This design comes from an exercise in tuning for small area on the open sky130 flow, not from production work. At most, simulation tests tie the RTL to the original design; equivalence was not proved. No driver is modelled on the clock port, so clocking that relies on it looks cheaper here than on a real chip. Power is estimated from default activity; no workload was simulated.

== job 104 ==
==> module copycat_core, before the edit <==
module copycat_core (
    input  wire       clk,
    input  wire       rst,         
    input  wire [2:0] in_raw,      
    output reg        out_sig,
    output reg        out_stat,
    output wire [7:0] nvm_addr,
    output wire [7:0] nvm_wdata,
    input  wire [7:0] nvm_rdata,
    output wire       nvm_rd,
    output wire       nvm_wr,
    input  wire       nvm_ready,
    output wire       wdt_kick
);
    localparam [4:0] CTL_TICK       = 5'h0;
    localparam [4:0] CTL_TRIG       = 5'h1;
    localparam [4:0] REC_ARM        = 5'hd;
    localparam [4:0] REC_WAIT_REL   = 5'h3;
    localparam [4:0] REC_WAIT_PRESS = 5'h4;
    localparam [4:0] REC_SYNC       = 5'ha;
    localparam [4:0] REC_CHECK      = 5'h8;
    localparam [4:0] REC_WRITE      = 5'h6;
    localparam [4:0] REC_FINAL      = 5'hb;
    localparam [4:0] REC_DONE       = 5'h7;
    localparam [4:0] PB_CLEAR       = 5'hc;
    localparam [4:0] PB_LEN         = 5'h9;
    localparam [4:0] PB_SYNC        = 5'h2;
    localparam [4:0] PB_LOAD        = 5'hf;
    localparam [4:0] PB_DONE        = 5'he;
    localparam [4:0] REC_BIT0       = 5'h10;
    localparam [4:0] PB_BIT0        = 5'h18;
    reg [3:0] tick_cnt;
    reg [2:0] prev_raw;
    reg [2:0] deb;
    reg       tick_flag;
    reg [4:0] s;
    reg [9:0] hold;
    reg [3:0] led;
    reg [7:0] shreg;
    reg [7:0] len;
    reg [7:0] idx;
    wire d_prog = deb[0];
    wire d_act  = deb[1];
    wire d_trig = deb[2];
    wire bitst   = s[4];
    wire pb_bit  = s[4] & s[3];
    wire last_bit = s[2:0] == 3'd7;
    assign nvm_rd   = (s == PB_LEN) || (s == PB_LOAD);
    assign nvm_wr   = (s == REC_WRITE) || (s == REC_FINAL);
    assign wdt_kick = (s == CTL_TICK) || (s == REC_WAIT_REL) ||
                      (s == REC_WAIT_PRESS) || bitst;
    assign nvm_addr  = idx;
    assign nvm_wdata = shreg;
    wire rec_more = d_prog && !(&idx);
    wire idx_keep = bitst || ((s == REC_CHECK) && rec_more) || (s == REC_WRITE) ||
                    (s == PB_SYNC) || (s == PB_LOAD);
    wire idx_clr  = !idx_keep;
    wire idx_inc  = (s == PB_SYNC) || ((s == REC_CHECK) && rec_more) ||
                    (pb_bit && tick_flag && last_bit && (idx != len));
    wire hold_last = (hold == 10'b1010110010);
    wire tick = &tick_cnt;
    wire restart_tick = (s == REC_SYNC) || (s == PB_SYNC);
    always @(posedge clk) begin
        if (rst) begin
            tick_cnt <= 4'd0;
            prev_raw <= 3'b111;
            deb      <= 3'b000;
        end else begin
            tick_cnt <= restart_tick ? 4'd0 : tick_cnt + 4'd1;
            if (tick) begin
                deb      <= ~(in_raw | prev_raw);
                prev_raw <= in_raw;
            end
        end
    end
    wire consume = tick_flag && ((s == CTL_TICK) || bitst);
    always @(posedge clk) begin
        if (rst)
            tick_flag <= 1'b0;
        else if (tick)
            tick_flag <= 1'b1;
        else if (consume)
            tick_flag <= 1'b0;
    end
    always @(posedge clk) begin
        if (rst) begin
            s        <= CTL_TICK;
        end else begin
            if (bitst) begin
                if (tick_flag) begin
                    s <= s + 5'd1;
                    if (last_bit) begin
                        if (!pb_bit)
                            s <= REC_WRITE;
                        else if (idx == len)
                            s <= PB_DONE;
                        else
                            s   <= PB_LOAD;
                    end
                end
            end else
            case (s)
                CTL_TICK: begin
                    s <= CTL_TRIG;
                    if (tick_flag) begin
                        if (d_prog && hold_last)
                            s <= REC_ARM;
                    end
                end
                CTL_TRIG: s <= (d_act || d_trig) ? PB_CLEAR : CTL_TICK;
                REC_ARM: begin
                    s        <= REC_WAIT_REL;
                end
                REC_WAIT_REL:   if (!d_prog) s <= REC_WAIT_PRESS;
                REC_WAIT_PRESS: if (d_prog)  s <= REC_SYNC;
                REC_SYNC: s <= REC_CHECK;
                REC_CHECK: begin
                    if (rec_more)
                        s     <= REC_BIT0;
                    else begin
                        s     <= REC_FINAL;
                    end
                end
                REC_WRITE: if (nvm_ready) s <= REC_CHECK;
                REC_FINAL: if (nvm_ready) s <= REC_DONE;
                REC_DONE: begin
                    s        <= CTL_TRIG;
                end
                PB_CLEAR: begin
                    s        <= PB_LEN;
                end
                PB_LEN: begin
                    len <= nvm_rdata;
                    if (nvm_ready)
                        s <= (nvm_rdata == 8'd0) ? CTL_TICK : PB_SYNC;
                end
                PB_SYNC: s <= PB_LOAD;
                PB_LOAD: begin
                    if (nvm_ready)
                        s <= PB_BIT0;
                end
                PB_DONE: begin
                    s        <= CTL_TICK;
                end
                default: s <= CTL_TICK;
            endcase
        end
    end
    always @(posedge clk)
        idx <= (idx + {7'd0, idx_inc}) & {8{~idx_clr}};
    wire hold_en = (s == CTL_TICK) && tick_flag;
    always @(posedge clk)
        hold <= ({10{hold_en && d_prog && !hold_last}} & {hold[8:0], ~(hold[9] ^ hold[6])}) |
                ({10{!hold_en}} & hold);
    wire sh_shift = bitst && tick_flag;
    wire sh_rd    = (s == PB_LOAD);
    wire sh_cnt   = (s == REC_CHECK) && !rec_more;
    always @(posedge clk)
        shreg <= ({8{sh_shift}} & {shreg[6:0], d_act}) |
                 ({8{sh_rd}} & nvm_rdata) | ({8{sh_cnt}} & idx) |
                 ({8{!(sh_shift || sh_rd || sh_cnt)}} & shreg);
    wire led_en = (s == CTL_TICK) && tick_flag;
    wire [3:0] led_next = {led[2:0], ~((~led[3] & led[1] & ~led[0]) | (led[3] & ~led[1] & ~led[0]) | (led[3] & led[1] & led[0]))};
    always @(posedge clk)
        led <= {4{!rst}} & (({4{led_en}} & led_next) | ({4{!led_en}} & led));
    wire o_bit = bitst && tick_flag;
    wire o_val = pb_bit ? shreg[7] : d_act;
    wire o_arm = (s == REC_ARM);
    wire o_clr = (s == REC_DONE) || (s == PB_CLEAR) || (s == PB_DONE);
    wire o_tog = (s == CTL_TICK) && tick_flag && led[3] && !led[2] && !led[1];
    wire o_keep = !o_bit && !o_arm && !o_clr;
    always @(posedge clk) begin
        out_sig  <= !rst && ((o_bit && o_val) || (o_keep && out_sig));
        out_stat <= !rst && ((o_bit && o_val) || o_arm || (o_keep && (out_stat ^ o_tog)));
    end
endmodule
Settings: LEC_CHECK=0, CAP_MARGIN=0, CORE_MARGIN=2, CORE_UTILIZATION=70, PLACE_DENSITY=0.85, SLEW_MARGIN=0; clock period 10.0 ns.
standard.sh (not shown) runs the stock make flow with config.mk's settings and CLKGATE_MAP_FILE= SYNTH_SCRIPT=/design/flow/synth_recipe.tcl, a recipe that flattens the netlist after the stock synthesis.
==> flow/flow/run.sh <==
#!/bin/bash
# Own layout flow:
#  1. the standard synthesis, then its combinational logic restructured
#     (ABC &deepsyn, best of 8 seeds) and re-mapped for area by ABC
#     (registers untouched, names kept);
#  2. the standard floorplan and placement, with the smallest buffer cell
#     on the ports;
#  3. a clock tree of CTS_K buffers driven by the clock port (flow/cts.tcl);
#  4. the standard flow from there (routing, finishing).
set -euo pipefail
R=orfs/results/${FLOW_PLATFORM}/copycat_core/base
LIB=${FLOW_HOME}/platforms/${FLOW_PLATFORM}/lib/sky130_fd_sc_hd__tt_025C_1v80.lib
YOSYS=${FLOW_HOME}/../tools/install/yosys/bin/yosys
[[ -x $YOSYS ]] || YOSYS=yosys
OPENROAD=${FLOW_HOME}/../tools/install/OpenROAD/bin/openroad
[[ -x $OPENROAD ]] || OPENROAD=openroad
source flow/cts_params.sh

bash standard.sh synth > 1_standard_synth.log 2>&1
cp $R/1_2_yosys.v standard_netlist.v
# ABC's &deepsyn is run from 8 random seeds, 4 at a time; each result must
# pass a SAT proof against the standard netlist; the smallest is kept.
python3 flow/cutff.py standard_netlist.v cut_standard.v
export LIB YOSYS
printf '%s\n' 1 2 3 4 5 6 7 8 | xargs -P 4 -I{} bash flow/resynth_one.sh {} || true
best=
barea=
for S in 1 2 3 4 5 6 7 8; do
  a=$(grep -i "chip area" 2_resynth_${S}.log 2>/dev/null | tail -1 | awk '{print $NF}')
  ok=no; [[ -f resynth_${S}.ok ]] && ok=yes
  echo "seed $S area $a proven $ok" >> 2_resynth_choice.log
  if [[ $ok == yes && -n "$a" ]]; then
    if [[ -z "$best" ]] || awk -v x="$a" -v y="$barea" 'BEGIN{exit !(x < y)}'; then
      best=$S; barea=$a
    fi
  fi
done
if [[ -z "$best" ]]; then
  echo "no re-mapped netlist was proven; keeping the standard netlist" >> 2_resynth_choice.log
  cp standard_netlist.v resynth_netlist_0.v
  best=0
fi
echo "kept seed $best (area $barea)" >> 2_resynth_choice.log
cp resynth_netlist_${best}.v resynth_netlist.v
cp resynth_netlist.v $R/1_2_yosys.v
touch $R/1_2_yosys.v

export BUFFER_PORTS_ARGS="-buffer_cell sky130_fd_sc_hd__buf_1"
bash standard.sh place > 3_standard_place.log 2>&1

PLATFORM_DIR=${FLOW_HOME}/platforms/${FLOW_PLATFORM} RESULTS_DIR=$R \
CLOCK_PORT=clk CTS_K=$CTS_K CTS_BUF=$CTS_BUF \
  $OPENROAD -no_init -exit flow/cts.tcl > 4_own_cts.log 2>&1
touch $R/4_1_cts.odb

bash standard.sh > 5_standard_finish.log 2>&1
if [[ -f orfs/logs/${FLOW_PLATFORM}/copycat_core/base/4_1_cts.log ]]; then
  echo "standard CTS ran over the own clock tree" >&2
  exit 1
fi
Other scripts of this flow, unchanged in this note and not shown: flow/flow/cts.tcl, flow/flow/cts_params.sh, flow/flow/cutff.py, flow/flow/equiv.ys, flow/flow/resynth.abc, flow/flow/resynth.ys, flow/flow/resynth_one.sh
--- input diff job 104..job 102 ---
diff --git a/flow/design.v b/flow/design.v
--- a/flow/design.v
+++ b/flow/design.v
@@ -51,11 +51,11 @@
                       (s == REC_WAIT_PRESS) || bitst;
     assign nvm_addr  = idx;
     assign nvm_wdata = shreg;
     wire rec_more = d_prog && !(&idx);
-    wire idx_keep = bitst || ((s == REC_CHECK) && rec_more) || (s == REC_WRITE) ||
-                    (s == PB_SYNC) || (s == PB_LOAD);
-    wire idx_clr  = !idx_keep;
+    wire busy_step = bitst || (s == REC_CHECK) || (s == REC_WRITE) || (s == REC_FINAL) ||
+                     (s == PB_SYNC) || (s == PB_LOAD);
+    wire idx_clr  = !busy_step || ((s == REC_CHECK) && !rec_more);
     wire idx_inc  = (s == PB_SYNC) || ((s == REC_CHECK) && rec_more) ||
                     (pb_bit && tick_flag && last_bit && (idx != len));
     wire hold_last = (hold == 10'b1010110010);
     wire tick = &tick_cnt;
@@ -169,8 +169,8 @@
     wire o_clr = (s == REC_DONE) || (s == PB_CLEAR) || (s == PB_DONE);
     wire o_tog = (s == CTL_TICK) && tick_flag && led[3] && !led[2] && !led[1];
     wire o_keep = !o_bit && !o_arm && !o_clr;
     always @(posedge clk) begin
-        out_sig  <= !rst && ((o_bit && o_val) || (o_keep && out_sig));
+        out_sig  <= !rst && ((o_bit && o_val) || (!o_bit && busy_step && out_sig));
         out_stat <= !rst && ((o_bit && o_val) || o_arm || (o_keep && (out_stat ^ o_tog)));
     end
 endmodule
[summary]
Job 102: full flow OK, the timing, design-rule and antenna checks passed
Relative to job 104, the sequential power measured on job 102 has increased by a little under 10%.
According to the power report, total power for job 102 is higher than for job 104.
Looking at via count, job 102 sits 1.9% above job 104.
Job 102 vs job 104, launching instance or port of the critical path: s[2] vs s[0]
Looking at job 104 and job 102, the final cycle utilization of the critical path is a wash.
Diff job 104 -> job 102: utilization +0.97 points; sequential fraction of total cell area -0.55 points; clock-pin transition on the worst setup and hold timing paths ~0 delta; net count after synthesis +about 1.6%.
Only the layout flow was run in job 102; the RTL was not checked for function there.

-- what the ideal ports hide --
The flow's constraints put no driver on any port. The routed layouts listed below were extracted and timed again, unchanged, in two steps.
Step 1 sets driving cells, clkbuf_16 on the clock port and buf_2 on the other inputs (assumed; they add their load-dependent delay and slew).
Step 2 moves the port delays by t, midway between the first and last clock arrival at a register: inputs arrive t later, outputs are due t later. That takes back most of the time a late clock gives input paths.
Slacks: ideal / step 1 / step 2; pairs: ideal / step 1.
run	t (ns)	setup WS [ns]	cell pins on the clock port's net
job 104	0.206	6.202 / 6.159 / 6.365	3
job 102	0.208	6.198 / 6.152 / 6.360	3
After both steps every run listed still meets setup and hold.
